Source: an optimization exercise on an open RTL-to-GDS flow (aim: small area, a short achievable clock period and few clock cycles). Production flows keep margins and buffers that such runs may drop. At most, simulation tests tie the RTL to the original design; equivalence was not proved. No functional check of the RTL was part of runs 1 and 2. Power figures rest on the tool's default switching activity, not on a simulated workload.

===== design.v =====
module bdu (
    input  wire        clk,
    input  wire        rst,           
    input  wire        reg_we,
    input  wire [3:0]  reg_waddr,
    input  wire [31:0] reg_wdata,
    input  wire [3:0]  reg_raddr,
    output reg  [31:0] reg_rdata,
    output wire        irq,
    output wire        busy,
    output reg         raw_re,
    output reg  [14:0] raw_addr,
    input  wire [7:0]  raw_rdata,
    output reg         plane_en,
    output reg         plane_we,
    output reg  [13:0] plane_addr,
    output reg  [7:0]  plane_wdata,
    input  wire [7:0]  plane_rdata,
    output reg         rgb_we,
    output reg  [15:0] rgb_addr,
    output reg  [7:0]  rgb_wdata      
);
    localparam [1:0] PH_IDLE = 2'd0, PH_UNPACK = 2'd1, PH_DEMOSAIC = 2'd2, PH_HALT = 2'd3;
    localparam [2:0] E_ARG_CMD = 3'd1, E_ARG_CFG = 3'd2, E_ALLOC = 3'd3,
                     E_SHORT_READ = 3'd4, E_BOUNDS = 3'd5;
    localparam [3:0] R_CTRL = 4'd0, R_CMD = 4'd1, R_STATUS = 4'd2, R_WIDTH = 4'd3,
                     R_HEIGHT = 4'd4, R_BITDEPTH = 4'd5, R_PATTERN = 4'd6,
                     R_RAW_LEN = 4'd7, R_PIX = 4'd8, R_FPIX = 4'd9, R_FADDR = 4'd10;
    localparam [2:0] T_NONE = 3'd0, T_B = 3'd1, T_G = 3'd2, T_R = 3'd3, T_X = 3'd4;
    reg        ie;
    reg [15:0] width, height;
    reg [4:0]  bitdepth;
    reg [1:0]  pattern;
    reg [31:0] raw_len;
    reg [1:0]  phase;
    reg        done, patnop;
    reg [2:0]  ecode;
    reg [14:0] pix;               
    reg [31:0] faddr;
    reg [15:0] plo;
    reg [7:0]  phi8;
    reg        phi;               
    reg [1:0]  s;                 
    reg        unp_on;            
    reg        fuse;              
    reg        dem_todo;          
    reg        dact;              
    reg        dwp;               
    reg        rdef;              
    reg        flt;               
    reg [14:0] uc;                
    reg [4:0]  ba;                
    reg        v1, v2;            
    reg [4:0]  amt1, amt2;        
    reg [7:0]  w0;                
    reg [13:0] col;               
    reg        lodd;              
    reg [7:0]  opb, opg, opr;     
    reg [2:0]  tg1, tg2;          
    assign busy = phase[0] ^ phase[1];
    assign irq  = ie & (done | (phase == PH_HALT));
    always @(*) begin
        case (reg_raddr)
            R_CTRL:     reg_rdata = {31'd0, ie};
            R_STATUS:   reg_rdata = {20'd0, 1'b0, ecode, 2'b00, phase, patnop,
                                     (phase == PH_HALT), done, busy};
            R_WIDTH:    reg_rdata = {16'd0, width};
            R_HEIGHT:   reg_rdata = {16'd0, height};
            R_BITDEPTH: reg_rdata = {27'd0, bitdepth};
            R_PATTERN:  reg_rdata = {30'd0, pattern};
            R_RAW_LEN:  reg_rdata = raw_len;
            R_PIX:      reg_rdata = {17'd0, pix};
            R_FPIX:     reg_rdata = (ecode == E_BOUNDS) ? {17'd0, pix} : 32'd0;
            R_FADDR:    reg_rdata = faddr;
            default:    reg_rdata = 32'd0;
        endcase
    end
    wire        wr_ok = reg_we & ~busy;
    wire [15:0] ma    = (wr_ok && reg_waddr == R_WIDTH)  ? reg_wdata[15:0] : width;
    wire [15:0] mb    = (wr_ok && reg_waddr == R_HEIGHT) ? reg_wdata[15:0] : height;
    wire [15:0] plo_n = ma * mb[7:0];
    wire [7:0]  phi_n8 = ma[7:0] * mb[15:8];
    reg         phi_n;
    integer     i;
    always @(*) begin
        phi_n = 1'b0;
        for (i = 0; i < 16; i = i + 1)
            phi_n = phi_n | (ma[i] & (|(mb >> (15 - i))));
    end
    wire [15:0] p16  = {plo[15:8] + phi8, plo[7:0]};
    wire [14:0] npix = p16[14:0];
    wire        novf = phi | (p16 > 16'd16384);
    wire        dims_zero = (width == 16'd0) | (height == 16'd0);
    wire        legal     = (bitdepth >= 5'd1 && bitdepth <= 5'd10) ||
                            bitdepth == 5'd12 || bitdepth == 5'd16;
    wire [18:0] prodd     = bitdepth[4] ? {npix, 4'b0000} : npix * bitdepth[3:0];
    wire [18:0] prod10    = {1'b0, npix, 3'b000} + {3'b000, npix, 1'b0};
    wire        rl_hi     = |raw_len[31:16];
    wire [18:0] rl8       = {raw_len[15:0], 3'b000};
    wire        short_d   = ~rl_hi & (rl8 < prodd);
    wire        short_10  = ~rl_hi & (rl8 < prod10);
    wire cmd_wr  = reg_we && (reg_waddr == R_CMD);
    wire is_srst = reg_wdata == 32'h0000_0004;
    wire is_unp  = reg_wdata == 32'h0000_0001;
    wire is_dem  = reg_wdata == 32'h0000_0002;
    wire is_conv = (reg_wdata & 32'hFFFF_00FF) == 32'h0000_0003;
    wire [14:0] ucn    = uc + 15'd1;
    wire        uc_gt_w = {1'b0, uc} > width;
    wire        fetch  = unp_on & (ba < bitdepth);
    wire [4:0]  ba_f   = fetch ? ba + 5'd8 : ba;
    wire        fire_ok = fuse ? (dem_todo ? ~uc_gt_w : (s == 2'd0)) : 1'b1;
    wire        fire   = unp_on & fire_ok & (ba_f >= bitdepth);
    wire [4:0]  amt_n  = 5'd16 + bitdepth - ba_f;
    wire [14:0] uwa    = uc - {13'd0, v1, ~v1};
    wire [23:0] win    = {raw_rdata, w0, 8'd0} >> amt2;
    wire [7:0]  hmask  = (bitdepth[4] | bitdepth[3]) ? 8'hFF : ~(8'hFF >> bitdepth[2:0]);
    wire [7:0]  ext    = win[7:0] & hmask;
    wire oo = lodd & ~col[0];
    wire oe = lodd &  col[0];
    wire eo = ~lodd & ~col[0];
    wire fz = (s == 2'd0) ? (fuse & ~dem_todo & unp_on) : (s == 2'd1) ? v1 : v2;
    localparam [1:0] O_Z = 2'd0, O_W = 2'd1, O_NW = 2'd2, O_WM1 = 2'd3;
    reg [1:0] osel;
    reg       cin, rd;
    reg [2:0] tag;
    always @(*) begin
        osel = O_Z; cin = 1'b0; rd = 1'b0; tag = T_NONE;
        case (s)
            2'd0: if (oo) begin
                      rd = 1'b1;
                      if (fz) begin cin = 1'b1; tag = T_G; end
                      else begin osel = O_W; cin = 1'b1; tag = T_B; end
                  end else if (oe) begin
                      rd = 1'b1; osel = O_WM1; tag = T_X;
                  end else if (eo) begin
                      rd = 1'b1; cin = 1'b1; tag = T_B;
                  end else if (rdef) begin
                      rd = 1'b1; osel = O_NW; tag = T_R;
                  end
            2'd1: if (oo) begin
                      rd = 1'b1;
                      if (fz) tag = T_R;
                      else begin cin = 1'b1; tag = T_G; end
                  end else if (eo) begin
                      rd = 1'b1; tag = T_G;
                  end
            default: if (!fz) begin
                      if (oo) begin
                          rd = 1'b1; tag = T_R;
                      end else if (eo) begin
                          rd = 1'b1; osel = O_NW; cin = 1'b1; tag = T_R;
                      end
                  end
        endcase
    end
    wire [15:0] wm1  = width - 16'd1;
    wire [15:0] opnd = (osel == O_Z) ? 16'd0 : (osel == O_W) ? width :
                       (osel == O_NW) ? ~width : wm1;
    wire [15:0] addr = {1'b0, pix} + opnd + {15'd0, cin};
    wire        chk  = (oo & ~fz) | eo;
    wire        oob  = addr >= {1'b0, npix};
    wire [14:0] pixn = pix + 15'd1;
    wire [8:0]  gsum = {1'b0, opg} + {1'b0, plane_rdata};
    always @(*) begin
        case (s)
            2'd1:    rgb_wdata = opb;
            2'd2:    rgb_wdata = opg;
            default: rgb_wdata = opr;
        endcase
    end
    always @(posedge clk) begin
        raw_re   <= 1'b0;
        plane_en <= 1'b0;
        plane_we <= 1'b0;
        rgb_we   <= 1'b0;
        tg1      <= T_NONE;
        tg2      <= tg1;
        case (tg2)
            T_B:       opb <= plane_rdata;
            T_G:       opg <= plane_rdata;
            T_R:       opr <= plane_rdata;
            T_X:       opg <= gsum[8:1];
            default: ;
        endcase
        plo  <= plo_n;
        phi8 <= phi_n8;
        phi  <= phi_n;
        if (rst || (cmd_wr && is_srst)) begin
            ie       <= 1'b0;
            width    <= 16'd0;
            height   <= 16'd0;
            bitdepth <= 5'd10;
            pattern  <= 2'd0;
            raw_len  <= 32'd0;
            phase    <= PH_IDLE;
            pix      <= 15'd0;
            done     <= 1'b0;
            patnop   <= 1'b0;
            ecode    <= 3'd0;
            faddr    <= 32'd0;
            unp_on   <= 1'b0;
            v1       <= 1'b0;
            v2       <= 1'b0;
            dem_todo <= 1'b0;
            dact     <= 1'b0;
            dwp      <= 1'b0;
            rdef     <= 1'b0;
            flt      <= 1'b0;
        end else begin
            if (reg_we) begin
                case (reg_waddr)
                    R_CTRL:     ie <= reg_wdata[0];
                    R_WIDTH:    if (!busy) width    <= reg_wdata[15:0];
                    R_HEIGHT:   if (!busy) height   <= reg_wdata[15:0];
                    R_BITDEPTH: if (!busy) bitdepth <= reg_wdata[4:0];
                    R_PATTERN:  if (!busy) pattern  <= reg_wdata[1:0];
                    R_RAW_LEN:  if (!busy) raw_len  <= reg_wdata;
                    default: ;
                endcase
            end
            if (cmd_wr && phase == PH_IDLE) begin
                done   <= 1'b0;
                patnop <= 1'b0;
                s        <= 2'd2;
                uc       <= 15'd0;
                ba       <= 5'd0;
                raw_addr <= 15'h7FFF;
                fuse     <= ~width[0];
                col      <= 14'd0;
                lodd     <= 1'b1;
                rgb_addr <= 16'hFFFF;
                flt      <= 1'b0;
                if (is_unp) begin
                    if (dims_zero || !legal) begin
                        ecode <= E_ARG_CFG; faddr <= reg_wdata; phase <= PH_HALT;
                    end else if (novf) begin
                        ecode <= E_ALLOC; faddr <= reg_wdata; phase <= PH_HALT;
                    end else if (short_d) begin
                        ecode <= E_SHORT_READ; faddr <= reg_wdata; phase <= PH_HALT;
                    end else begin
                        phase <= PH_UNPACK; unp_on <= 1'b1; pix <= 15'd0; fuse <= 1'b0;
                    end
                end else if (is_dem) begin
                    if (dims_zero) begin
                        ecode <= E_ARG_CFG; faddr <= reg_wdata; phase <= PH_HALT;
                    end else if (novf) begin
                        ecode <= E_ALLOC; faddr <= reg_wdata; phase <= PH_HALT;
                    end else if (pattern != 2'd0) begin
                        patnop <= 1'b1;
                        done   <= 1'b1;
                        pix    <= 15'd0;
                    end else begin
                        phase <= PH_DEMOSAIC; dem_todo <= 1'b1; pix <= 15'd0;
                    end
                end else if (is_conv) begin
                    if (reg_wdata[15:8] != 8'd0) begin
                        ecode <= E_ARG_CMD; faddr <= reg_wdata; phase <= PH_HALT;
                    end else begin
                        bitdepth <= 5'd10;
                        pattern  <= 2'd0;
                        if (dims_zero) begin
                            ecode <= E_ARG_CFG; faddr <= reg_wdata; phase <= PH_HALT;
                        end else if (novf) begin
                            ecode <= E_ALLOC; faddr <= reg_wdata; phase <= PH_HALT;
                        end else if (short_10) begin
                            ecode <= E_SHORT_READ; faddr <= reg_wdata; phase <= PH_HALT;
                        end else begin
                            phase <= PH_UNPACK; unp_on <= 1'b1; dem_todo <= 1'b1; pix <= 15'd0;
                        end
                    end
                end else begin
                    ecode <= E_ARG_CMD; faddr <= reg_wdata; phase <= PH_HALT;
                end
            end
            if (busy) begin
                s <= (s == 2'd2) ? 2'd0 : s + 2'd1;
                if (raw_re) w0 <= raw_rdata;
                if (fetch) begin
                    raw_re   <= 1'b1;
                    raw_addr <= raw_addr + 15'd1;
                end
                ba   <= fire ? ba_f - bitdepth : ba_f;
                v1   <= fire;
                v2   <= v1;
                amt1 <= amt_n;
                amt2 <= amt1;
                if (fire) begin
                    uc <= ucn;
                    if (ucn == npix) unp_on <= 1'b0;
                end
                if (v2) begin
                    plane_en    <= 1'b1;
                    plane_we    <= 1'b1;
                    plane_addr  <= uwa[13:0];
                    plane_wdata <= ext;
                end
                if (dact) begin
                    if (s == 2'd0 && chk && oob) begin
                        flt   <= 1'b1;
                        dact  <= 1'b0;
                        faddr <= {16'd0, addr};
                    end else if (rd) begin
                        plane_en   <= 1'b1;
                        plane_addr <= addr[13:0];
                        tg1        <= tag;
                    end
                end
                if (dwp) begin
                    rgb_we   <= 1'b1;
                    rgb_addr <= rgb_addr + 16'd1;
                end
                if (s == 2'd2) begin
                    if (dact && oo && fz) opb <= ext;
                    rdef <= dact & eo & fz;
                    dwp  <= dact;
                    if (dact) begin
                        pix <= pixn;
                        if ({2'b00, col} == wm1) begin
                            col  <= 14'd0;
                            lodd <= ~lodd;
                        end else begin
                            col <= col + 14'd1;
                        end
                        if (pixn == npix) dact <= 1'b0;
                    end
                    if (dem_todo && !v1 && (unp_on ? (fuse && uc_gt_w && ba >= bitdepth) : 1'b1)) begin
                        dem_todo <= 1'b0;
                        dact     <= 1'b1;
                    end
                end
                if (!unp_on && !v1 && !v2 && !dem_todo && !dact && !dwp) begin
                    if (flt) begin
                        phase <= PH_HALT;
                        ecode <= E_BOUNDS;
                    end else begin
                        phase <= PH_IDLE;
                        done  <= 1'b1;
                        pix   <= npix;
                    end
                end
            end
        end
    end
endmodule

===== run.sh =====
#!/bin/bash
# synth_recipe.tcl (not shown) runs the flow's synth.tcl, then flattens the netlist and writes it again
# the make line also repeats each setting of config.mk as NAME=value (left out here)
make -C /OpenROAD-flow-scripts/flow DESIGN_CONFIG=/design/flow/config.mk WORK_HOME=/design/flow/orfs CLKGATE_MAP_FILE= SYNTH_SCRIPT=/design/flow/synth_recipe.tcl finish

===== config.mk =====
export PLATFORM = sky130hd
export DESIGN_NAME = bdu
export DESIGN_NICKNAME = bdu
export VERILOG_FILES = /design/flow/design.v
export SDC_FILE = /design/flow/constraint.sdc
export NUM_CORES = 4
export LEC_CHECK = 0
export CAP_MARGIN = 30
export CORE_MARGIN = 2
export CORE_UTILIZATION = 40
export PLACE_DENSITY = 0.6
export SLEW_MARGIN = 30

===== constraint.sdc =====
create_clock -name core_clock -period 13.0 [get_ports {clk}]
set_input_delay 2.6000 -clock core_clock [delete_from_list [all_inputs] [get_ports {clk}]]
set_output_delay 2.6000 -clock core_clock [all_outputs]
set_load 0.01 [all_outputs]

==> results of run 1 <==
[per-layer routing]
layer	vias to the layer above	routed length, um	track usage
li1	11100	-	-
met2	1068	42800	0.450
met5	-	0	0
met1	11600	39400	0.365
met3	213	7110	0.0411
met4	0	3900	0.109
[layout by cell type (no fill, tap or decap), drive strengths merged, types with 28 or more instances in the layout]
cell | synthesis | routed
a211oi | 35 | 35
mux2i | 88 | 88
nand2b | 34 | 34
edfxtp | 125 | 125
nand3 | 74 | 74
xnor2 | 122 | 122
nor3 | 70 | 70
and3 | 44 | 44
mux2 | 28 | 28
clkdlybuf4s50 | 0 | 157
clkbuf | 150 | 54
buf | 21 | 64
nand2 | 330 | 330
dfxtp | 177 | 177
fa | 106 | 106
inv | 210 | 210
o21ai | 155 | 155
a21o | 39 | 39
nor2 | 358 | 358
nor4 | 32 | 32
a21oi | 213 | 213
ha | 193 | 193
xor2 | 54 | 54
a31oi | 30 | 30
[synth_stat cells (all sizes together) (28+ instances only)]
| library cell | n |
|---|---|
| mux2 | 28 |
| nor3 | 70 |
| fa | 106 |
| edfxtp | 125 |
| and3 | 44 |
| a211oi | 35 |
| clkbuf | 150 |
| nor2 | 358 |
| ha | 193 |
| dfxtp | 177 |
| a21oi | 213 |
| a31oi | 30 |
| nand3 | 74 |
| nand2 | 330 |
| xor2 | 54 |
| inv | 210 |
| a21o | 39 |
| nor4 | 32 |
| xnor2 | 122 |
| o21ai | 155 |
| mux2i | 88 |
| nand2b | 34 |
[per-stage QoR]
| stage | hold WS [ns] | setup WS [ns] |
|---|---|---|
| final | 0.329 | 4.65 |
| after global routing | 0.333 | 4.35 |
| after CTS | 0.330 | 4.38 |
| after detailed placement | 0.316 | 3.82 |
| after global placement | 0.314 | 3.82 |
| after floorplan | 0.310 | 4.76 |
[power breakdown]
group / switching (mW) / total, mW / leakage (nW) / internal [mW]
combinational: 0.295 / 0.482 / 8.64 / 0.186
clock: 0.440 / 1.08 / 0.625 / 0.645
sequential: 0.0532 / 1.08 / 2.61 / 1.03
total: 0.788 / 2.65 / 11.9 / 1.86
[cells by family after synthesis]
logic type	Yosys count
adders and majority gates	299
and+or+nand+nor	1078
DFF	302
xor gates and xnor gates	176
AOI/OAI and AO/OA	731
muxes	118
buffers and inverters	385
[layout make-up]
cell class / count / area, um2
clock inverter: 14 / 154
tap: 855 / 1070
timing repair buffer: 221 / 2070
inverter: 214 / 805
clock buffer: 54 / 1120
sequential: 302 / 7300
fill: 6213 / 34500
multi-input combinational: 2402 / 17100
[worst max-delay path: stages]
cell	delay, ns
clkdlybuf4s50_1	0.46
or3b_1	0.41
nor3_2	0.27
buf_4	0.45
nor2_1	0.13
a21oi_2	0.51
nor2_1	0.13
fa_1	0.43
fa_1	0.49
inv_1	0.06
fa_1	0.53
inv_1	0.05
fa_1	0.44
ha_1	0.33
o21ai_0	0.11
a21boi_0	0.14
o21ai_0	0.20
nand2b_1	0.11
a21o_1	0.20
a41o_1	0.25
o41a_1	0.32
xnor2_1	0.13
[worst paths after layout]
kind	start	endpoint	slack (ns)	cells past startpoint
max reg2reg	s[1]$_SDFFCE_PP1P_	plane_addr[8]$_DFFE_PP_	5.26	25
max	reg_we	plo[15]$_DFF_P_	4.65	22
min reg2reg	tg1[0]$_SDFF_PP0_	tg2[0]$_DFF_P_	0.33	0
min	tg1[0]$_SDFF_PP0_	tg2[0]$_DFF_P_	0.33	0
[flip-flops by register name, indices dropped and copies added, names as in the netlist, 5 cells and up]
| name | flops |
|---|---|
| faddr | 32 |
| raw_len | 32 |
| height | 16 |
| plo | 16 |
| rgb_addr | 16 |
| width | 16 |
| pix | 15 |
| raw_addr | 15 |
| uc | 15 |
| col | 14 |
| plane_addr | 14 |
| opb | 8 |
| opg | 8 |
| opr | 8 |
| phi8 | 8 |
| plane_wdata | 8 |
| w0 | 8 |
| amt1 | 5 |
| amt2 | 5 |
| ba | 5 |
| bitdepth | 5 |
==> notes.md, run 1 <==
Avg WL per Cell=roughly 23 um; Leakage=11.9 nW; class of the worst hold path=flip-flop to flip-flop; die area=0.0666 mm2; ANT nets after route=0; area share of the largest cell type after synthesis=0.145; xor and xnor area share after synthesis=0.0600; gr usage total=0.275; CP endpoint kind=flip-flop; root buffer cell=clkbuf_16; worst path arrival time=slightly below 9 ns; Critical Path Fanout Max=37; Ys Warns=1; CORE AREA=0.0641 mm2; Setup violations, final=0; syn_area_per_cell=8.36 um2; Die Height=258 um; vias in the first global route=23.2k; ys flop type=dfxtp_1; post-CTS setup buffer count=0; Synth area leaders=edfxtp_1 15%, dfxtp_1 14%, ha_1 9.4%, fa_1 8.2%, nor2_1 5.2%; hpwl dp=between 70,000 and 80,000 um; Mapped Nets=roughly 3.4k; H-Tree Depth=2; Placed Area=0.0283 mm2; largest net degree at the start of global routing=71; DRC viols=0; Initial Util=0.403; crit path kind=input port to flip-flop; clock sinks=302; RSZ-0062 raised after global routing=false; Cell Rows=93; Die Wd=between 200 and 300 um; VDD IR max=0.0834 mV; fin cells=4,062; Final period util=0.642; post_cts resized=0; Final Max Slew Viols=0; Setup crit start kind=input port; post-synthesis mux area share=0.0481; Vias/cell=5.91; Mapped Area=0.0258 mm2; # placed instances=3,993; gpl congestion=0.965; router iterations before antenna repair=8; Async SR Flop Fraction=0; initial antenna violation count=0; simple-gate portion of the synthesized area=0.192; Max Cap Viol=0; Power Total=2.65 mW; Synth Instances=just over 3k; I/O pin total=158; post-synthesis sequential area ratio=0.283; setup TNS=0 ns; clock latency on the worst-skew pair=0.58 ns; worst slew pin tran=around 0.98 ns; crit path time final=8.35 ns; cell area power density=89.2 mW/mm2; Design Area, Final=0.0297 mm2; final hold vios=0; drt total wl=slightly above 90,000 um; Compound-Gate Fraction of Synth Area=0.185; required time of the worst setup path=approximately 13 ns; #FFs+latches synth=between 300 and 400; Final Skew=around 0.036 ns; Num CTS Buffers=37; CTS tree=done; Worst-path clk slew=0.06 ns; combinational family with the most area after synthesis=simple AND/OR/NAND/NOR gates; EDFF count, synth=about 130; CTS max path bufs=3; area delta synth->final=14.9%; layout cells sized above 1=0.0596; Yosys cell types=92; n_diodes=0; Fmax=120 MHz; DR iter-0 viols=2,495; # hold bufs at CTS=0; Via Count=about 24k; post-synth top area cell=edfxtp_1; Finished Core Util=0.463; nets=3,536; Adder-Cell Fraction of Synth Area=0.176; total grt overflow=0; first-pass GRT wire length=141,000 um; I/O Buffers=157; status=timing/DRC/antenna clean; slew margin rel.=0.340
==> inputs of run 2 (changes only) <==
--- a/design.v
+++ b/design.v
@@ -36,7 +36,7 @@
     reg        done, patnop;
     reg [2:0]  ecode;
     reg [14:0] pix;               
-    reg [31:0] faddr;
+    reg [31:0] faddr;             
     reg [15:0] plo;
     reg [7:0]  phi8;
     reg        phi;               
@@ -71,13 +71,14 @@
             R_RAW_LEN:  reg_rdata = raw_len;
             R_PIX:      reg_rdata = {17'd0, pix};
             R_FPIX:     reg_rdata = (ecode == E_BOUNDS) ? {17'd0, pix} : 32'd0;
-            R_FADDR:    reg_rdata = faddr;
+            R_FADDR:    reg_rdata = (phase == PH_HALT) ? faddr : 32'd0;
             default:    reg_rdata = 32'd0;
         endcase
     end
     wire        wr_ok = reg_we & ~busy;
-    wire [15:0] ma    = (wr_ok && reg_waddr == R_WIDTH)  ? reg_wdata[15:0] : width;
-    wire [15:0] mb    = (wr_ok && reg_waddr == R_HEIGHT) ? reg_wdata[15:0] : height;
+    wire        wr_wh = wr_ok & (reg_waddr == R_WIDTH || reg_waddr == R_HEIGHT);
+    wire [15:0] ma    = reg_wdata[15:0];
+    wire [15:0] mb    = reg_waddr[0] ? height : width;    
     wire [15:0] plo_n = ma * mb[7:0];
     wire [7:0]  phi_n8 = ma[7:0] * mb[15:8];
     reg         phi_n;
@@ -182,9 +183,11 @@
             T_X:       opg <= gsum[8:1];
             default: ;
         endcase
-        plo  <= plo_n;
-        phi8 <= phi_n8;
-        phi  <= phi_n;
+        if (wr_wh) begin
+            plo  <= plo_n;
+            phi8 <= phi_n8;
+            phi  <= phi_n;
+        end
         if (rst || (cmd_wr && is_srst)) begin
             ie       <= 1'b0;
             width    <= 16'd0;
@@ -197,7 +200,6 @@
             done     <= 1'b0;
             patnop   <= 1'b0;
             ecode    <= 3'd0;
-            faddr    <= 32'd0;
             unp_on   <= 1'b0;
             v1       <= 1'b0;
             v2       <= 1'b0;
@@ -221,6 +223,7 @@
             if (cmd_wr && phase == PH_IDLE) begin
                 done   <= 1'b0;
                 patnop <= 1'b0;
+                faddr  <= reg_wdata;
                 s        <= 2'd2;
                 uc       <= 15'd0;
                 ba       <= 5'd0;
@@ -232,44 +235,44 @@
                 flt      <= 1'b0;
                 if (is_unp) begin
                     if (dims_zero || !legal) begin
-                        ecode <= E_ARG_CFG; faddr <= reg_wdata; phase <= PH_HALT;
+                        ecode <= E_ARG_CFG; phase <= PH_HALT;
                     end else if (novf) begin
-                        ecode <= E_ALLOC; faddr <= reg_wdata; phase <= PH_HALT;
+                        ecode <= E_ALLOC; phase <= PH_HALT;
                     end else if (short_d) begin
-                        ecode <= E_SHORT_READ; faddr <= reg_wdata; phase <= PH_HALT;
+                        ecode <= E_SHORT_READ; phase <= PH_HALT;
                     end else begin
-                        phase <= PH_UNPACK; unp_on <= 1'b1; pix <= 15'd0; fuse <= 1'b0;
+                        phase <= PH_UNPACK; unp_on <= 1'b1; fuse <= 1'b0;
                     end
                 end else if (is_dem) begin
                     if (dims_zero) begin
-                        ecode <= E_ARG_CFG; faddr <= reg_wdata; phase <= PH_HALT;
+                        ecode <= E_ARG_CFG; phase <= PH_HALT;
                     end else if (novf) begin
-                        ecode <= E_ALLOC; faddr <= reg_wdata; phase <= PH_HALT;
+                        ecode <= E_ALLOC; phase <= PH_HALT;
                     end else if (pattern != 2'd0) begin
                         patnop <= 1'b1;
                         done   <= 1'b1;
                         pix    <= 15'd0;
                     end else begin
-                        phase <= PH_DEMOSAIC; dem_todo <= 1'b1; pix <= 15'd0;
+                        phase <= PH_DEMOSAIC; dem_todo <= 1'b1;
                     end
                 end else if (is_conv) begin
                     if (reg_wdata[15:8] != 8'd0) begin
-                        ecode <= E_ARG_CMD; faddr <= reg_wdata; phase <= PH_HALT;
+                        ecode <= E_ARG_CMD; phase <= PH_HALT;
                     end else begin
                         bitdepth <= 5'd10;
                         pattern  <= 2'd0;
                         if (dims_zero) begin
-                            ecode <= E_ARG_CFG; faddr <= reg_wdata; phase <= PH_HALT;
+                            ecode <= E_ARG_CFG; phase <= PH_HALT;
                         end else if (novf) begin
-                            ecode <= E_ALLOC; faddr <= reg_wdata; phase <= PH_HALT;
+                            ecode <= E_ALLOC; phase <= PH_HALT;
                         end else if (short_10) begin
-                            ecode <= E_SHORT_READ; faddr <= reg_wdata; phase <= PH_HALT;
+                            ecode <= E_SHORT_READ; phase <= PH_HALT;
                         end else begin
-                            phase <= PH_UNPACK; unp_on <= 1'b1; dem_todo <= 1'b1; pix <= 15'd0;
+                            phase <= PH_UNPACK; unp_on <= 1'b1; dem_todo <= 1'b1;
                         end
                     end
                 end else begin
-                    ecode <= E_ARG_CMD; faddr <= reg_wdata; phase <= PH_HALT;
+                    ecode <= E_ARG_CMD; phase <= PH_HALT;
                 end
             end
             if (busy) begin
@@ -326,6 +329,7 @@
                     if (dem_todo && !v1 && (unp_on ? (fuse && uc_gt_w && ba >= bitdepth) : 1'b1)) begin
                         dem_todo <= 1'b0;
                         dact     <= 1'b1;
+                        pix      <= 15'd0;
                     end
                 end
                 if (!unp_on && !v1 && !v2 && !dem_todo && !dact && !dwp) begin
--- a/config.mk
+++ b/config.mk
@@ -9,4 +9,5 @@
 export CORE_MARGIN = 2
 export CORE_UTILIZATION = 40
 export PLACE_DENSITY = 0.6
+export SETUP_SLACK_MARGIN = 5
 export SLEW_MARGIN = 30
==> notes.md, run 2 <==
most frequent cell after synthesis=nand2_1 (was nor2_1); gr usage total=0.252 (was 0.275); hpwl dp=64,700 um (was 71,200 um); nets=3,570 (was 3,536); # hold bufs at CTS=0 (unchanged); area share of the largest cell type after synthesis=0.205 (was 0.145); final hold vios=0 (unchanged); Final Skew=0.0208 ns (was 0.0364 ns); H-Tree Depth=2 (unchanged); drt total wl=87,200 um (was 93,300 um); post_cts resized=0 (unchanged); Initial Util=0.405 (was 0.403); Crit path max-delay family=simple AND/OR/NAND/NOR gates (was adder cells); CTS tree=done (unchanged); clock sinks=302 (unchanged); post-synthesis sequential area ratio=0.295 (was 0.283); setup TNS=0 ns (unchanged); crit path time final=7.90 ns (was 8.35 ns); area occupied by multi-input gates=0.0172 mm2 (was 0.0171 mm2); post-CTS setup buffer count=0 (unchanged); RSZ-0062 raised after global routing=false (unchanged); Power Total=2.93 mW (was 2.65 mW); most frequent CP cell=clkdlybuf4s50_1 (was fa_1); DRC viols=0 (unchanged); required time of the worst setup path=10.40 ns (was 13.42 ns); worst slew pin tran=0.957 ns (was 0.979 ns); EDFF count, synth=182 (was 125); layout cells sized above 1=0.0522 (was 0.0596); vias in the first global route=22.4k (was 23.2k); initial antenna violation count=3 (was 0); post-synth top area cell=edfxtp_1 (unchanged); area delta synth->final=13.5% (was 14.9%); worst path arrival time=5.30 ns (was 8.76 ns); Vias/cell=5.79 (was 5.91); CTS max path bufs=3 (unchanged); Leakage=12.0 nW (was 11.9 nW); router iterations before antenna repair=6 (was 8); FF+latch area=0.00787 mm2 (was 0.00730 mm2); Critical Path Fanout Max=30 (was 37); CP endpoint kind=output port (was flip-flop); Worst-path clk slew=0.06 ns (about the same); DP Worst Slack=5.17 ns (was 3.82 ns); Finished Core Util=0.459 (was 0.463); slew margin rel.=0.352 (was 0.340); Async SR Flop Fraction=0 (unchanged); Mapped Nets=3,517 (was 3,447); Synth Instances=3,158 (was 3,089); CORE AREA=0.0659 mm2 (was 0.0641 mm2); critical path cell sequence=clkdlybuf4s50_1 > nor2b_1 > and3_2 > a222oi_1 > nand3_1 > clkdlybuf4s50_1 (was clkdlybuf4s50_1 > or3b_1 > nor3_2 > buf_4 > nor2_1 > a21oi_2 > nor2_1 > fa_1 > fa_1 > inv_1 > fa_1 > inv_1 > fa_1 > ha_1 > o21ai_0 > a21boi_0 > o21ai_0 > nand2b_1 > a21o_1 > a41o_1 > o41a_1 > xnor2_1); commonest cells after routing, fill and taps aside=422 x nand2_1, 263 x a21oi_1, 235 x nor2_1 (was 357 x nor2_1, 330 x nand2_1, 209 x a21oi_1); Max Cap Viol=0 (unchanged); Die Wd=262 um (was 258 um); Synth area leaders=edfxtp_1 21%, ha_1 9.1%, dfxtp_1 9.0%, fa_1 8.0%, nand2_1 6.0% (was edfxtp_1 15%, dfxtp_1 14%, ha_1 9.4%, fa_1 8.2%, nor2_1 5.2%); Final Max Slew Viols=0 (unchanged); slowest CP cell=and3_2 (was fa_1); class of the worst hold path=flip-flop to flip-flop (unchanged); Num CTS Buffers=37 (unchanged); Die Height=262 um (was 258 um); Avg WL per Cell=21.2 um (was 23.0 um); first-pass GRT wire length=133,000 um (was 141,000 um); crit path kind=input port to output port (was input port to flip-flop); DR iter-0 viols=2,441 (was 2,495); Final period util=0.607 (was 0.642); Regs by FF count=faddr x32, raw_len x32 (unchanged); ANT nets after route=0 (unchanged); I/O pin total=158 (unchanged); clock latency on the worst-skew pair=0.57 ns (was 0.58 ns); Fmax=127 MHz (was 120 MHz); Via Count=23.8k (was 24.0k); Synth top cells by count=424 x nand2_1, 263 x a21oi_1, 235 x nor2_1 (was 358 x nor2_1, 330 x nand2_1, 212 x a21oi_1); Mapped Area=0.0267 mm2 (was 0.0258 mm2); #FFs+latches synth=302 (unchanged); Cell Rows=94 (was 93); Bufs and invs on worst path=2 (was 4); Ys Warns=1 (unchanged); Fill cells=6,555 (was 6,213); die area=0.0687 mm2 (was 0.0666 mm2); total grt overflow=0 (unchanged); commonest non-fill, non-tap cell in the layout=nand2_1 (was nor2_1); Setup crit start kind=input port (unchanged); root buffer cell=clkbuf_16 (unchanged); post-route setup slack=5.10 ns (was 4.65 ns); status=timing/DRC/antenna clean (unchanged); syn_area_per_cell=8.44 um2 (was 8.36 um2); Yosys cell types=92 (unchanged); gpl congestion=0.959 (was 0.965); VDD IR max=0.0750 mV (was 0.0834 mV); max incr delay on CP=0.66 ns (was 0.53 ns); ys flop type=edfxtp_1 (was dfxtp_1); largest net degree at the start of global routing=79 (was 71); cell area power density=96.9 mW/mm2 (was 89.2 mW/mm2); I/O Buffers=157 (unchanged); Setup violations, final=0 (unchanged)
-- run 2: per-stage QoR --
stage / hold slack, ns / instances / instance area [um2]
after floorplan: 0.310 / 3158 / 26700
after global placement: 0.311 / 4034 / 29000
after detailed placement: 0.312 / 4034 / 29000
after CTS: 0.326 / 4101 / 30200
final: 0.325 / 4106 / 30200
after global routing: 0.329 / 4104 / 30200
-- run 2: cells by family after synthesis --
logic type      synth area share
flops                      0.295
compound gates             0.184
buf+inv                   0.0614
mux                       0.0359
fa+ha+maj                  0.171
xor+xnor                  0.0562
simple gates               0.196
-- run 2: layout make-up --
class	instances	share of cell area
Antenna cell	3	0.000248
Clock buffer	45	0.0347
Clock inverter	22	0.00649
Inverter	226	0.0281
Multi-Input combinational cell	2431	0.569
Sequential cell	302	0.260
Tap cell	864	0.0357
Timing Repair Buffer	213	0.0659
-- run 2: routing by layer --
metal | track usage | share of wire | up-vias
li1 | - | - | 11300
met1 | 0.346 | 0.43 | 11400
met2 | 0.381 | 0.43 | 945
met3 | 0.0597 | 0.097 | 170
met4 | 0.0981 | 0.040 | 2
met5 | 0 | 0.00010 | -
-- run 2: power by group --
group	internal, mW	switching, mW	total, mW
Clock	0.636	0.448	1.08
Combinational	0.284	0.424	0.707
Sequential	1.07	0.0721	1.14
-- run 2: path summary, 6_finish.rpt --
path / startpoint / endpoint / slack, ns / cells after the start
max: reg_raddr[2] / reg_rdata[3] / 5.10 / 6
min reg2reg: tg1[2]$_SDFF_PP0_ / tg2[2]$_DFF_P_ / 0.33 / 0
min: tg1[2]$_SDFF_PP0_ / tg2[2]$_DFF_P_ / 0.33 / 0
max reg2reg: s[0]$_SDFFCE_PP0P_ / plane_addr[10]$_DFFE_PP_ / 5.75 / 22
==> inputs of run 3 (changes only) <==
--- a/design.v
+++ b/design.v
@@ -169,18 +169,16 @@
             default: rgb_wdata = opr;
         endcase
     end
+    wire accept = cmd_wr & (phase == PH_IDLE);
+    wire dem_go = dem_todo & ~v1 & (unp_on ? (fuse & uc_gt_w & (ba >= bitdepth)) : 1'b1);
     always @(posedge clk) begin
-        raw_re   <= 1'b0;
-        plane_en <= 1'b0;
-        plane_we <= 1'b0;
-        rgb_we   <= 1'b0;
-        tg1      <= T_NONE;
-        tg2      <= tg1;
+        tg1 <= T_NONE;
+        tg2 <= tg1;
         case (tg2)
-            T_B:       opb <= plane_rdata;
-            T_G:       opg <= plane_rdata;
-            T_R:       opr <= plane_rdata;
-            T_X:       opg <= gsum[8:1];
+            T_B:     opb <= plane_rdata;
+            T_G:     opg <= plane_rdata;
+            T_R:     opr <= plane_rdata;
+            T_X:     opg <= gsum[8:1];
             default: ;
         endcase
         if (wr_wh) begin
@@ -188,6 +186,56 @@
             phi8 <= phi_n8;
             phi  <= phi_n;
         end
+        if (accept) begin
+            faddr    <= reg_wdata;
+            s        <= 2'd2;
+            uc       <= 15'd0;
+            ba       <= 5'd0;
+            raw_addr <= 15'h7FFF;
+            fuse     <= ~width[0] & reg_wdata[1];
+            col      <= 14'd0;
+            lodd     <= 1'b1;
+            rgb_addr <= 16'hFFFF;
+        end
+        if (busy) begin
+            s <= (s == 2'd2) ? 2'd0 : s + 2'd1;
+            if (raw_re) w0 <= raw_rdata;
+            if (fetch)  raw_addr <= raw_addr + 15'd1;
+            ba   <= fire ? ba_f - bitdepth : ba_f;
+            amt1 <= amt_n;
+            amt2 <= amt1;
+            if (fire) uc <= ucn;
+            if (v2) begin
+                plane_addr  <= uwa[13:0];
+                plane_wdata <= ext;
+            end
+            if (dact) begin
+                if (s == 2'd0 && chk && oob) begin
+                    faddr <= {16'd0, addr};
+                end else if (rd) begin
+                    plane_addr <= addr[13:0];
+                    tg1        <= tag;
+                end
+            end
+            if (dwp) rgb_addr <= rgb_addr + 16'd1;
+            if (s == 2'd2) begin
+                if (dact && oo && fz) opb <= ext;
+                if (dact) begin
+                    if ({2'b00, col} == wm1) begin
+                        col  <= 14'd0;
+                        lodd <= ~lodd;
+                    end else begin
+                        col <= col + 14'd1;
+                    end
+                end
+            end
+        end
+    end
+    always @(posedge clk) begin
+        raw_re   <= 1'b0;
+        plane_en <= 1'b0;
+        plane_we <= 1'b0;
+        rgb_we   <= 1'b0;
         if (rst || (cmd_wr && is_srst)) begin
             ie       <= 1'b0;
             width    <= 16'd0;
@@ -220,19 +268,10 @@
                     default: ;
                 endcase
             end
-            if (cmd_wr && phase == PH_IDLE) begin
+            if (accept) begin
                 done   <= 1'b0;
                 patnop <= 1'b0;
-                faddr  <= reg_wdata;
-                s        <= 2'd2;
-                uc       <= 15'd0;
-                ba       <= 5'd0;
-                raw_addr <= 15'h7FFF;
-                fuse     <= ~width[0];
-                col      <= 14'd0;
-                lodd     <= 1'b1;
-                rgb_addr <= 16'hFFFF;
-                flt      <= 1'b0;
+                flt    <= 1'b0;
                 if (is_unp) begin
                     if (dims_zero || !legal) begin
                         ecode <= E_ARG_CFG; phase <= PH_HALT;
@@ -241,7 +280,7 @@
                     end else if (short_d) begin
                         ecode <= E_SHORT_READ; phase <= PH_HALT;
                     end else begin
-                        phase <= PH_UNPACK; unp_on <= 1'b1; fuse <= 1'b0;
+                        phase <= PH_UNPACK; unp_on <= 1'b1;
                     end
                 end else if (is_dem) begin
                     if (dims_zero) begin
@@ -276,57 +315,31 @@
                 end
             end
             if (busy) begin
-                s <= (s == 2'd2) ? 2'd0 : s + 2'd1;
-                if (raw_re) w0 <= raw_rdata;
-                if (fetch) begin
-                    raw_re   <= 1'b1;
-                    raw_addr <= raw_addr + 15'd1;
-                end
-                ba   <= fire ? ba_f - bitdepth : ba_f;
-                v1   <= fire;
-                v2   <= v1;
-                amt1 <= amt_n;
-                amt2 <= amt1;
-                if (fire) begin
-                    uc <= ucn;
-                    if (ucn == npix) unp_on <= 1'b0;
-                end
+                if (fetch) raw_re <= 1'b1;
+                v1 <= fire;
+                v2 <= v1;
+                if (fire && ucn == npix) unp_on <= 1'b0;
                 if (v2) begin
-                    plane_en    <= 1'b1;
-                    plane_we    <= 1'b1;
-                    plane_addr  <= uwa[13:0];
-                    plane_wdata <= ext;
+                    plane_en <= 1'b1;
+                    plane_we <= 1'b1;
                 end
                 if (dact) begin
                     if (s == 2'd0 && chk && oob) begin
-                        flt   <= 1'b1;
-                        dact  <= 1'b0;
-                        faddr <= {16'd0, addr};
+                        flt  <= 1'b1;
+                        dact <= 1'b0;
                     end else if (rd) begin
-                        plane_en   <= 1'b1;
-                        plane_addr <= addr[13:0];
-                        tg1        <= tag;
+                        plane_en <= 1'b1;
                     end
                 end
-                if (dwp) begin
-                    rgb_we   <= 1'b1;
-                    rgb_addr <= rgb_addr + 16'd1;
-                end
+                if (dwp) rgb_we <= 1'b1;
                 if (s == 2'd2) begin
-                    if (dact && oo && fz) opb <= ext;
                     rdef <= dact & eo & fz;
                     dwp  <= dact;
                     if (dact) begin
                         pix <= pixn;
-                        if ({2'b00, col} == wm1) begin
-                            col  <= 14'd0;
-                            lodd <= ~lodd;
-                        end else begin
-                            col <= col + 14'd1;
-                        end
                         if (pixn == npix) dact <= 1'b0;
                     end
-                    if (dem_todo && !v1 && (unp_on ? (fuse && uc_gt_w && ba >= bitdepth) : 1'b1)) begin
+                    if (dem_go) begin
                         dem_todo <= 1'b0;
                         dact     <= 1'b1;
                         pix      <= 15'd0;
==> flow/run.sh (new file) <==
#!/bin/bash
set -euo pipefail
MARGIN=${MARGIN:-7}
bash standard.sh SETUP_SLACK_MARGIN=$MARGIN finish > standard.log 2>&1
==> standard.sh (new file) <==
#!/bin/bash
# synth_recipe.tcl (not shown) runs the flow's synth.tcl, then flattens the netlist and writes it again
# the make line also repeats each setting of config.mk as NAME=value (left out here)
make -C /OpenROAD-flow-scripts/flow DESIGN_CONFIG=/design/flow/config.mk WORK_HOME=/design/flow/orfs CLKGATE_MAP_FILE= SYNTH_SCRIPT=/design/flow/synth_recipe.tcl "${@:-finish}"
--- a/config.mk
+++ b/config.mk
@@ -9,5 +9,4 @@
 export CORE_MARGIN = 2
 export CORE_UTILIZATION = 40
 export PLACE_DENSITY = 0.6
-export SETUP_SLACK_MARGIN = 5
 export SLEW_MARGIN = 30
removed: run.sh
==> notes.md, run 3 <==
drt total wl=93,200 um (was 87,200 um); commonest non-fill, non-tap cell in the layout=nand2_1 (unchanged); required time of the worst setup path=10.40 ns (about the same); Design Area, Final=0.0322 mm2 (was 0.0302 mm2); Cell Int Power=2.89 mW (was 1.99 mW); first-pass GRT wire length=141,000 um (was 133,000 um); Max Cap Viol=0 (unchanged); CTS tree=done (unchanged); crit path time final=6.78 ns (was 7.90 ns); Vias/cell=5.83 (was 5.79); ANT nets after route=0 (unchanged); status=timing/DRC/antenna clean (unchanged); Via Count=24.8k (was 23.8k); Final Skew=0.0463 ns (was 0.0208 ns); R2R setup slack=7.02 ns (was 5.75 ns); nets=3,748 (was 3,570); cell area power density=157 mW/mm2 (was 96.9 mW/mm2); P_sw=2.17 mW (was 0.944 mW); Clock power frac=0.204 (was 0.370); Mapped Nets=3,492 (was 3,517); CTS max path bufs=3 (unchanged); worst path arrival time=4.18 ns (was 5.30 ns); max incr delay on CP=0.36 ns (was 0.66 ns); Leakage=13.4 nW (was 12.0 nW); most frequent CP cell=buf_12 (was clkdlybuf4s50_1); worst slew pin tran=0.896 ns (was 0.957 ns); clock latency on the worst-skew pair=0.58 ns (was 0.57 ns); area share of the largest cell type after synthesis=0.167 (was 0.205); Setup crit start kind=input port (unchanged); ys flop type=dfxtp_1 (was edfxtp_1); H-Tree Depth=2 (unchanged); RSZ-0062 raised after global routing=true (was false); worst reg2reg endpoint=plane_addr[9]$_DFFE_PN_ (was plane_addr[10]$_DFFE_PP_); gpl congestion=0.931 (was 0.959); most frequent cell after synthesis=nand2_1 (unchanged); largest net degree at the start of global routing=77 (was 79); Worst-path clk slew=0.05 ns (was 0.06 ns); Setup violations, final=0 (unchanged); Die Wd=257 um (was 262 um); final hold vios=0 (unchanged); Yosys cell types=97 (was 92); CORE AREA=0.0632 mm2 (was 0.0659 mm2); setup TNS=0 ns (unchanged); # hold bufs at CTS=0 (unchanged); Final period util=0.521 (was 0.607); Placed Area=0.0281 mm2 (was 0.0290 mm2); hpwl dp=65,600 um (was 64,700 um); Sw Share=0.428 (was 0.322); worst reg-to-reg path cell count=25 (was 22); Async SR Flop Fraction=0 (unchanged); Fmax=148 MHz (was 127 MHz); commonest cells after routing, fill and taps aside=418 x nand2_1, 245 x nor2_1, 217 x a21oi_1 (was 422 x nand2_1, 263 x a21oi_1, 235 x nor2_1); #FFs+latches synth=302 (unchanged); post-synthesis sequential area ratio=0.271 (was 0.295); DR iter-0 viols=2,360 (was 2,441); n_diodes=0 (was 3); router iterations before antenna repair=8 (was 6); Mapped Area=0.0256 mm2 (was 0.0267 mm2); class of the worst hold path=flip-flop to flip-flop (unchanged); Ys Warns=1 (unchanged); area delta synth->final=26.0% (was 13.5%); syn_area_per_cell=8.16 um2 (was 8.44 um2); I/O pin total=158 (unchanged); combinational power share=0.495 (was 0.241); Initial Util=0.405 (about the same); layout cells sized above 1=0.173 (was 0.0522); CP Capture Point=reg_rdata[0] (was reg_rdata[3]); Final Max Slew Viols=0 (unchanged); DRC viols=0 (unchanged); VDD IR max=0.107 mV (was 0.0750 mV); total grt overflow=0 (unchanged); die area=0.0660 mm2 (was 0.0687 mm2); gr usage total=0.274 (was 0.252); Finished Core Util=0.510 (was 0.459); Num CTS Buffers=38 (was 37); post-synth top area cell=dfxtp_1 (was edfxtp_1); crit path kind=input port to output port (unchanged); share of power burned in registers=0.302 (was 0.389); vias in the first global route=23.9k (was 22.4k); I/O Buffers=157 (unchanged); slowest CP cell=a221o_1 (was and3_2); Synth top cells by count=439 x nand2_1, 252 x nor2_1, 236 x a21oi_1 (was 424 x nand2_1, 263 x a21oi_1, 235 x nor2_1); clock sinks=302 (unchanged); root buffer cell=clkbuf_16 (unchanged); Regs by FF count=faddr x32, raw_len x32 (unchanged); Avg WL per Cell=21.9 um (was 21.2 um); CP endpoint kind=output port (unchanged); initial antenna violation count=2 (was 3); critical path cell sequence=buf_12 > clkinvlp_4 > buf_6 > nor3_4 > buf_12 > buf_12 > a222oi_1 > o31ai_1 > a221o_1 > buf_2 (was clkdlybuf4s50_1 > nor2b_1 > and3_2 > a222oi_1 > nand3_1 > clkdlybuf4s50_1); R2R Path Start=width[0]$_SDFFE_PP0P_ (was s[0]$_SDFFCE_PP0P_); Synth area leaders=dfxtp_1 17%, edfxtp_1 10%, ha_1 9.5%, fa_1 8.3%, nand2_1 6.4% (was edfxtp_1 21%, ha_1 9.1%, dfxtp_1 9.0%, fa_1 8.0%, nand2_1 6.0%); EDFF count, synth=89 (was 182); CP Launch Point=reg_raddr[3] (was reg_raddr[2]); Synth Instances=3,133 (was 3,158); Critical Path Fanout Max=3 (was 30); slew margin rel.=0.401 (was 0.352); Cell Rows=92 (was 94); Die Height=257 um (was 262 um)
[run 3: cell count changes after synthesis, moves of 11 or more]
| cell | delta |
|---|---|
| mux2i_1 | +27 |
| edfxtp_1 | -93 |
| dfxtp_1 | +93 |
| nor2_1 | +17 |
| nand3_1 | -11 |
| nand2_1 | +15 |
| a21oi_1 | -27 |
| o221ai_1 | -14 |
| a21o_1 | -18 |
| nor3_1 | -21 |
[run 3: how the worst min path moves through the flow]
stage | to | from | depth (start not counted)
CTS | tg2[1]$_DFF_P_ | tg1[1]$_SDFF_PP0_ | 0
finish | tg2[0]$_DFF_P_ | tg1[0]$_SDFF_PP0_ | 0
floorplan | tg2[0]$_DFF_P_ | tg1[0]$_SDFF_PP0_ | 0
global route | tg2[0]$_DFF_P_ | tg1[0]$_SDFF_PP0_ | 0
global placement | tg2[0]$_DFF_P_ | tg1[0]$_SDFF_PP0_ | 0
detailed placement | tg2[1]$_DFF_P_ | tg1[1]$_SDFF_PP0_ | 0
[run 3: logic make-up after synthesis]
family / share of synthesized area
simple gates: 0.204
compound gates: 0.183
buf+inv: 0.0632
flops: 0.271
fa+ha+maj: 0.178
xor+xnor: 0.0582
mux: 0.0427
[run 3: metal layers]
| layer | part of all wire | track usage |
|---|---|---|
| met5 | 0.00025 | 0 |
| met4 | 0.057 | 0.145 |
| met3 | 0.090 | 0.0556 |
| met2 | 0.44 | 0.427 |
| met1 | 0.41 | 0.358 |
[run 3: power groups by stage]
| stage | sequential, mW | clock (mW) | combinational [mW] |
|---|---|---|---|
| 2_1_floorplan | 1.37 | 0 | 1.46 |
| 3_3_place_gp | 1.52 | 0 | 2.10 |
| 3_5_place_dp | 1.52 | 0 | 2.15 |
| 4_1_cts | 1.51 | 1.05 | 2.35 |
| 5_1_grt | 1.55 | 1.08 | 2.71 |
| 6_report | 1.53 | 1.03 | 2.50 |
[run 3: through the flow]
step           cells  total power [mW]  hold WS (ns)  setup slack, ns
2_1_floorplan   3133              2.83         0.310             5.82
3_3_place_gp    3999              3.62         0.315             4.80
3_5_place_dp    3999              3.67         0.323             4.77
4_1_cts         4202              4.90         0.334             6.23
5_1_grt         4263              5.35         0.334             6.22
6_report        4263              5.05         0.329             6.22
[run 3: layout make-up]
class / count / area, um2
clock inverter: 9 / 86.3
fill: 5831 / 31000
inverter: 226 / 916
multi-input combinational: 2414 / 18200
timing repair buffer: 407 / 3900
clock buffer: 59 / 1090
tap: 846 / 1060
sequential: 302 / 6950
[run 3: critical path, delay by kind of cell]
family / cells / cell delay, ns
buffers and inverters: 6 / 0.73
AOI/OAI and AO/OA: 3 / 0.80
and+or+nand+nor: 1 / 0.04
[run 3: what timing repair did]
action | CTS | global route
resized for setup | 380 | 122
endpoints found under the setup margin | 103 | 83
pin swaps | 84 | 118
setup buffers | 129 | 61
cloned | 6 | 0
Testbench counts of run 3, summed over its fixed seeds: cycles 197,751.
==> inputs of run 4 (changes only) <==
==> run.sh (new file) <==
#!/bin/bash
# synth_recipe.tcl (not shown) runs the flow's synth.tcl, then flattens the netlist and writes it again
# the make line also repeats each setting of config.mk as NAME=value (left out here)
make -C /OpenROAD-flow-scripts/flow DESIGN_CONFIG=/design/flow/config.mk WORK_HOME=/design/flow/orfs CLKGATE_MAP_FILE= SYNTH_SCRIPT=/design/flow/synth_recipe.tcl finish
--- a/config.mk
+++ b/config.mk
@@ -9,4 +9,5 @@
 export CORE_MARGIN = 2
 export CORE_UTILIZATION = 40
 export PLACE_DENSITY = 0.6
+export SETUP_SLACK_MARGIN = 5
 export SLEW_MARGIN = 30
removed: flow/run.sh
removed: standard.sh
==> notes.md, run 4 <==
n_diodes=0 (unchanged); largest net degree at the start of global routing=81 (was 77); class of the worst hold path=flip-flop to flip-flop (unchanged); Finished Core Util=0.465 (was 0.510); commonest non-fill, non-tap cell in the layout=nand2_1 (unchanged); nets=3,564 (was 3,748); Final Skew=0.0317 ns (was 0.0463 ns); Cell Int Power=2.84 mW (was 2.89 mW); Num CTS Buffers=40 (was 38); layout cells sized above 1=0.0584 (was 0.173); Design Area, Final=0.0294 mm2 (was 0.0322 mm2); required time of the worst setup path=10.40 ns (about the same); area delta synth->final=15.0% (was 26.0%); clock sinks=302 (unchanged); crit path kind=input port to output port (unchanged); CP Launch Point=reg_raddr[2] (was reg_raddr[3]); vias in the first global route=22.9k (was 23.9k); Setup violations, final=0 (unchanged); Async SR Flop Fraction=0 (unchanged); gr usage total=0.266 (was 0.274); Synth area leaders=dfxtp_1 17%, edfxtp_1 10%, ha_1 9.5%, fa_1 8.3%, nand2_1 6.4% (unchanged); combinational power share=0.451 (was 0.495); DP Worst Slack=4.68 ns (was 4.77 ns); Final Max Slew Viols=0 (unchanged); total grt overflow=0 (unchanged); post-synth top area cell=dfxtp_1 (unchanged); commonest cells after routing, fill and taps aside=438 x nand2_1, 251 x nor2_1, 234 x a21oi_1 (was 418 x nand2_1, 245 x nor2_1, 217 x a21oi_1); post-route setup slack=5.09 ns (was 6.22 ns); Mapped Nets=3,492 (unchanged); clock latency on the worst-skew pair=0.58 ns (about the same); cell area power density=167 mW/mm2 (was 157 mW/mm2); Die Wd=257 um (unchanged); # hold bufs at CTS=0 (unchanged); H-Tree Depth=2 (unchanged); router iterations before antenna repair=6 (was 8); Ys Warns=1 (unchanged); I/O pin total=158 (unchanged); first-pass GRT wire length=137,000 um (was 141,000 um); area share of the largest cell type after synthesis=0.167 (unchanged); share of power burned in registers=0.308 (was 0.302); syn_area_per_cell=8.16 um2 (unchanged); ANT nets after route=0 (unchanged); status=timing/DRC/antenna clean (unchanged); Leakage=12.0 nW (was 13.4 nW); Die Height=257 um (unchanged); Cell Rows=92 (unchanged); CORE AREA=0.0632 mm2 (unchanged); P_sw=2.07 mW (was 2.17 mW); R2R setup slack=5.38 ns (was 7.02 ns); Sw Share=0.422 (was 0.428); CP endpoint kind=output port (unchanged); Yosys cell types=97 (unchanged); fin cells=4,082 (was 4,263); slew margin rel.=0.321 (was 0.401); Regs by FF count=faddr x32, raw_len x32 (unchanged); R2R Path Start=s[0]$_SDFFCE_PP0P_ (was width[0]$_SDFFE_PP0P_); CTS tree=done (unchanged); Synth top cells by count=439 x nand2_1, 252 x nor2_1, 236 x a21oi_1 (unchanged); worst slew pin tran=1.01 ns (was 0.896 ns); DR iter-0 viols=2,337 (was 2,360); # placed instances=4,009 (was 3,999); hpwl dp=67,700 um (was 65,600 um); Synth Instances=3,133 (unchanged); worst reg-to-reg path cell count=25 (unchanged); CP Capture Point=reg_rdata[6] (was reg_rdata[0]); drt total wl=89,500 um (was 93,200 um); Avg WL per Cell=21.9 um (about the same); die area=0.0660 mm2 (unchanged); worst path arrival time=5.31 ns (was 4.18 ns); setup TNS=0 ns (unchanged); VDD IR max=0.116 mV (was 0.107 mV); Final period util=0.608 (was 0.521); Fmax=126 MHz (was 148 MHz); Hold WS=0.326 ns (was 0.329 ns); ys flop type=dfxtp_1 (unchanged); initial antenna violation count=5 (was 2); Clock power frac=0.241 (was 0.204); Worst-path clk slew=0.06 ns (was 0.05 ns); Setup crit start kind=input port (unchanged); Vias/cell=5.81 (was 5.83); Via Count=23.7k (was 24.8k); Initial Util=0.405 (unchanged); Max Cap Viol=0 (unchanged); DRC viols=0 (unchanged); post-synthesis sequential area ratio=0.271 (unchanged); Placed Area=0.0280 mm2 (was 0.0281 mm2); most frequent cell after synthesis=nand2_1 (unchanged); Critical Path Fanout Max=11 (was 3); CTS max path bufs=3 (unchanged); RSZ-0062 raised after global routing=true (unchanged); Power Total=4.91 mW (was 5.05 mW); final hold vios=0 (unchanged); Mapped Area=0.0256 mm2 (unchanged); EDFF count, synth=89 (unchanged); worst reg2reg endpoint=plane_addr[6]$_DFFE_PN_ (was plane_addr[9]$_DFFE_PN_); I/O Buffers=157 (unchanged); root buffer cell=clkbuf_16 (unchanged); gpl congestion=0.939 (was 0.931); crit path time final=7.91 ns (was 6.78 ns); post_cts resized=0 (was 380); post-CTS setup buffer count=0 (was 129); #FFs+latches synth=302 (unchanged)
-- run 4: cell counts after synthesis --
Identical to the previous run, type by type.
-- run 4: logic make-up (layout without fill, tap and decap cells) --
group	after synthesis	count (layout)	share of synthesized area
buffers and inverters	418	521	0.0632
adder cells (fa/ha/maj)	300	300	0.178
AND/OR/NAND/NOR	1102	1102	0.204
flip-flops	302	302	0.271
AO/OA/AOI/OAI	734	734	0.183
XOR/XNOR	170	170	0.0582
multiplexers	107	107	0.0427
-- run 4: layout make-up --
class                           count  area (um2)
Fill cell                        6170       33800
Timing Repair Buffer              222        2060
Inverter                          226         848
Tap cell                          846        1060
Clock buffer                       59        1250
Multi-Input combinational cell   2413       17100
Sequential cell                   302        6940
Clock inverter                     14         161
-- run 4: critical path, cell delays in order --
cell	delay (ns)
clkdlybuf4s50_1	0.64
a2111oi_2	0.93
buf_4	0.32
nand2_1	0.07
nand4_1	0.15
clkdlybuf4s50_1	0.58
-- run 4: per-layer routing --
layer,track usage,routed length [um]
met1,0.363,38400
met2,0.422,39800
met3,0.0367,7240
met4,0.110,3990
met5,0,13
-- run 4: how the worst min path moves through the flow --
stage / start / cells past startpoint / slack [ns] / endpoint
2_1_floorplan: tg1[0]$_SDFF_PP0_ / 0 / 0.31 / tg2[0]$_DFF_P_
3_3_place_gp: tg1[2]$_SDFF_PP0_ / 0 / 0.32 / tg2[2]$_DFF_P_
3_5_place_dp: tg1[1]$_SDFF_PP0_ / 0 / 0.31 / tg2[1]$_DFF_P_
4_1_cts: tg1[1]$_SDFF_PP0_ / 0 / 0.33 / tg2[1]$_DFF_P_
5_1_grt: tg1[1]$_SDFF_PP0_ / 0 / 0.33 / tg2[1]$_DFF_P_
6_report: tg1[1]$_SDFF_PP0_ / 0 / 0.33 / tg2[1]$_DFF_P_
-- run 4: power by group through the flow --
stage               clock network, mW  logic, mW  registers (mW)
finish                           1.18       2.22            1.51
global placement                    0       2.12            1.51
global route                     1.23       2.42            1.54
floorplan                           0       1.45            1.37
CTS                              1.20       2.18            1.50
detailed placement                  0       2.16            1.52
==> inputs of run 5 (changes only) <==
--- a/design.v
+++ b/design.v
@@ -37,9 +37,8 @@
     reg [2:0]  ecode;
     reg [14:0] pix;               
     reg [31:0] faddr;             
-    reg [15:0] plo;
-    reg [7:0]  phi8;
-    reg        phi;               
+    reg [15:0] p16;
+    reg        phi;
     reg [1:0]  s;                 
     reg        unp_on;            
     reg        fuse;              
@@ -77,18 +76,23 @@
     end
     wire        wr_ok = reg_we & ~busy;
     wire        wr_wh = wr_ok & (reg_waddr == R_WIDTH || reg_waddr == R_HEIGHT);
-    wire [15:0] ma    = reg_wdata[15:0];
-    wire [15:0] mb    = reg_waddr[0] ? height : width;    
-    wire [15:0] plo_n = ma * mb[7:0];
-    wire [7:0]  phi_n8 = ma[7:0] * mb[15:8];
-    reg         phi_n;
+    wire        w_hi  = |width[15:8];
+    wire        h_hi  = |height[15:8];
+    wire        oth_hi = reg_waddr[0] ? h_hi : w_hi;
+    wire [15:0] ma_w  = w_hi ? width : reg_wdata[15:0];
+    wire [15:0] ma_h  = h_hi ? height : reg_wdata[15:0];
+    wire [7:0]  mb_w  = w_hi ? reg_wdata[7:0] : width[7:0];
+    wire [7:0]  mb_h  = h_hi ? reg_wdata[7:0] : height[7:0];
+    wire [15:0] ma    = reg_waddr[0] ? ma_h : ma_w;
+    wire [7:0]  mb    = reg_waddr[0] ? mb_h : mb_w;
+    wire [15:0] p16_n = ma * mb;
+    reg         phi_n;                
     integer     i;
     always @(*) begin
-        phi_n = 1'b0;
-        for (i = 0; i < 16; i = i + 1)
-            phi_n = phi_n | (ma[i] & (|(mb >> (15 - i))));
+        phi_n = oth_hi & (|reg_wdata[15:8]);
+        for (i = 0; i < 8; i = i + 1)
+            phi_n = phi_n | (mb[i] & (|(ma >> (15 - i))));
     end
-    wire [15:0] p16  = {plo[15:8] + phi8, plo[7:0]};
     wire [14:0] npix = p16[14:0];
     wire        novf = phi | (p16 > 16'd16384);
     wire        dims_zero = (width == 16'd0) | (height == 16'd0);
@@ -182,9 +186,8 @@
             default: ;
         endcase
         if (wr_wh) begin
-            plo  <= plo_n;
-            phi8 <= phi_n8;
-            phi  <= phi_n;
+            p16 <= p16_n;
+            phi <= phi_n;
         end
         if (accept) begin
             faddr    <= reg_wdata;
==> flow/run.sh (new file) <==
#!/bin/bash
set -euo pipefail
MARGIN=${MARGIN:-6.3}
bash standard.sh SETUP_SLACK_MARGIN=$MARGIN finish > standard.log 2>&1
==> standard.sh (new file) <==
#!/bin/bash
# synth_recipe.tcl (not shown) runs the flow's synth.tcl, then flattens the netlist and writes it again
# the make line also repeats each setting of config.mk as NAME=value (left out here)
make -C /OpenROAD-flow-scripts/flow DESIGN_CONFIG=/design/flow/config.mk WORK_HOME=/design/flow/orfs CLKGATE_MAP_FILE= SYNTH_SCRIPT=/design/flow/synth_recipe.tcl "${@:-finish}"
--- a/config.mk
+++ b/config.mk
@@ -9,5 +9,4 @@
 export CORE_MARGIN = 2
 export CORE_UTILIZATION = 40
 export PLACE_DENSITY = 0.6
-export SETUP_SLACK_MARGIN = 5
 export SLEW_MARGIN = 30
removed: run.sh
==> notes.md, run 5 <==
Via Count=23.5k (was 23.7k); Vias/cell=5.93 (was 5.81); Sw Share=0.392 (was 0.422); Synth Instances=3,008 (was 3,133); DRC viols=0 (unchanged); gpl congestion=0.979 (was 0.939); Clock power frac=0.257 (was 0.241); Final period util=0.544 (was 0.608); Synth area leaders=dfxtp_1 18%, edfxtp_1 10%, ha_1 8.8%, fa_1 7.7%, nand2_1 5.7% (was dfxtp_1 17%, edfxtp_1 10%, ha_1 9.5%, fa_1 8.3%, nand2_1 6.4%); router iterations before antenna repair=8 (was 6); hold endpoint=tg2[1]$_DFF_P_ (unchanged); post-synth top area cell=dfxtp_1 (unchanged); VDD IR max=0.0814 mV (was 0.116 mV); EDFF count, synth=81 (was 89); I/O pin total=158 (unchanged); status=timing/DRC/antenna clean (unchanged); R2R setup slack=6.54 ns (was 5.38 ns); Die Height=250 um (was 257 um); worst slew pin tran=1.04 ns (was 1.01 ns); combinational power share=0.443 (was 0.451); I/O Buffers=157 (unchanged); commonest non-fill, non-tap cell in the layout=nand2_1 (unchanged); initial antenna violation count=2 (was 5); commonest cells after routing, fill and taps aside=364 x nand2_1, 277 x nor2_1, 217 x inv_1 (was 438 x nand2_1, 251 x nor2_1, 234 x a21oi_1); nets=3,480 (was 3,564); post-synthesis sequential area ratio=0.276 (was 0.271); Ys Warns=1 (unchanged); ys flop type=dfxtp_1 (unchanged); share of power burned in registers=0.299 (was 0.308); CTS max path bufs=3 (unchanged); Power Total=4.21 mW (was 4.91 mW); setup TNS=0 ns (unchanged); total grt overflow=0 (unchanged); Mapped Nets=3,331 (was 3,492); class of the worst hold path=flip-flop to flip-flop (unchanged); Avg WL per Cell=21.9 um (about the same); worst hold start=tg1[1]$_SDFF_PP0_ (unchanged); worst reg2reg endpoint=unp_on$_SDFF_PP0_ (was plane_addr[6]$_DFFE_PN_); largest net degree at the start of global routing=52 (was 81); Setup crit start kind=input port (unchanged); Yosys cell types=87 (was 97); worst reg-to-reg path cell count=25 (unchanged); #FFs+latches synth=294 (was 302); RSZ-0062 raised after global routing=true (unchanged); layout cells sized above 1=0.108 (was 0.0584); CP endpoint kind=flip-flop (was output port); crit path kind=input port to flip-flop (was input port to output port); required time of the worst setup path=13.31 ns (was 10.40 ns); root buffer cell=clkbuf_16 (unchanged); Top Metal Used=met5 (unchanged); area share of the largest cell type after synthesis=0.176 (was 0.167); Mapped Area=0.0243 mm2 (was 0.0256 mm2); Regs by FF count=faddr x32, raw_len x32 (unchanged); final hold vios=0 (unchanged); most frequent cell after synthesis=nand2_1 (unchanged); Worst-path clk slew=0.06 ns (about the same); Final Skew=0.0346 ns (was 0.0317 ns); DR iter-0 viols=2,023 (was 2,337); Critical Path Fanout Max=8 (was 11); Hold Crit Depth=0 (unchanged); cell area power density=144 mW/mm2 (was 167 mW/mm2); area delta synth->final=20.2% (was 15.0%); Num CTS Buffers=37 (was 40); Leakage=12.2 nW (was 12.0 nW); CORE AREA=0.0601 mm2 (was 0.0632 mm2); M1 wire length=36,600 um (was 38,400 um); Setup violations, final=0 (unchanged); P_sw=1.65 mW (was 2.07 mW); clock latency on the worst-skew pair=0.58 ns (about the same); gr usage total=0.271 (was 0.266); Synth top cells by count=371 x nand2_1, 288 x nor2_1, 225 x inv_1 (was 439 x nand2_1, 252 x nor2_1, 236 x a21oi_1); Cell Rows=90 (was 92); Fmax=142 MHz (was 126 MHz); Cell Int Power=2.56 mW (was 2.84 mW); first-pass GRT wire length=133,000 um (was 137,000 um); die area=0.0627 mm2 (was 0.0660 mm2); post-route setup slack=5.93 ns (was 5.09 ns); syn_area_per_cell=8.07 um2 (was 8.16 um2); drt total wl=87,100 um (was 89,500 um); metal3 WL=7040 um (was 7240 um); metal2 WL=39,500 um (was 39,800 um); Async SR Flop Fraction=0 (unchanged); worst path arrival time=7.37 ns (was 5.31 ns); crit path time final=7.07 ns (was 7.91 ns); Max Cap Viol=0 (unchanged); DP Worst Slack=4.06 ns (was 4.68 ns); hpwl dp=64,900 um (was 67,700 um); vias in the first global route=22.7k (was 22.9k); Placed Area=0.0266 mm2 (was 0.0280 mm2); ANT nets after route=0 (unchanged); CTS tree=done (unchanged); Initial Util=0.404 (was 0.405); Die Wd=250 um (was 257 um); H-Tree Depth=2 (unchanged); Design Area, Final=0.0292 mm2 (was 0.0294 mm2); clock sinks=294 (was 302); Hold WS=0.324 ns (was 0.326 ns); R2R Path Start=p16[1]$_DFFE_PP_ (was s[0]$_SDFFCE_PP0P_); Final Max Slew Viols=0 (unchanged); slew margin rel.=0.302 (was 0.321)
run 5: kinds of logic after synthesis:
group | count (synthesis) | synth area share
compound gates | 739 | 0.194
flops | 294 | 0.276
simple gates | 1039 | 0.196
xor+xnor | 147 | 0.0536
buf+inv | 402 | 0.0630
fa+ha+maj | 264 | 0.165
mux | 123 | 0.0527
run 5: how the worst max path moves through the flow:
| stage | start | depth (start not counted) | end |
|---|---|---|---|
| 2_1_floorplan | reg_waddr[0] | 22 | p16[15]$_DFFE_PP_ |
| 3_3_place_gp | reg_waddr[0] | 21 | p16[15]$_DFFE_PP_ |
| 3_5_place_dp | reg_waddr[0] | 21 | p16[15]$_DFFE_PP_ |
| 4_1_cts | reg_waddr[0] | 22 | p16[15]$_DFFE_PP_ |
| 5_1_grt | reg_waddr[0] | 21 | p16[15]$_DFFE_PP_ |
| 6_report | reg_wdata[5] | 18 | p16[15]$_DFFE_PP_ |
run 5: through the flow:
step                cells   util
floorplan            3008      -
CTS                  3933  0.477
global placement     3813  0.442
global route         3968  0.485
detailed placement   3814  0.443
finish               3969  0.485
run 5: final cells by class:
cell class | count | area, um2
antenna | 1 | 2.50
timing repair buffer | 279 | 2600
tap | 782 | 978
fill | 5816 | 31000
sequential | 294 | 6700
inverter | 231 | 893
multi-input combinational | 2314 | 16700
clock buffer | 53 | 1050
clock inverter | 15 | 211
run 5: metal layers:
layer | global-route usage | vias to the layer above
met2 | 0.432 | 1016
met3 | 0.0467 | 204
met4 | 0.116 | 2
met5 | 0 | -
li1 | - | 10900
met1 | 0.361 | 11400
run 5: critical path: stages:
cell and delay [ns]:
dlygate4sd2_1 0.65, nor2_1 0.20, or3_4 0.43, fa_1 0.50, fa_1 0.49, inv_1 0.05
fa_1 0.47, inv_1 0.05, fa_1 0.49, inv_2 0.04, ha_4 0.21, o21ai_2 0.05
nand2b_1 0.06, a21o_1 0.19, a21oi_4 0.17, o21ai_2 0.09, o41ai_2 0.35, xnor3_1 0.28
run 5: timing repair:
item | 4_1_cts | 5_1_grt
pin swaps | 31 | 25
endpoints found under the hold margin | 0 | 0
gates cloned | 4 | 0
setup endpoints to repair | 98 | 75
resized for setup | 170 | 53
hold buffers | 0 | 0
setup buffers | 47 | 34
run 5: power groups by stage:
stage	Combinational, mW	Sequential (mW)	Clock, mW
global route	2.07	1.28	1.14
finish	1.87	1.26	1.08
global placement	1.63	1.27	0
detailed placement	1.68	1.28	0
floorplan	1.25	1.18	0
CTS	1.77	1.26	1.10
Testbench counts of run 5, summed over its fixed seeds: cycles 197,751.
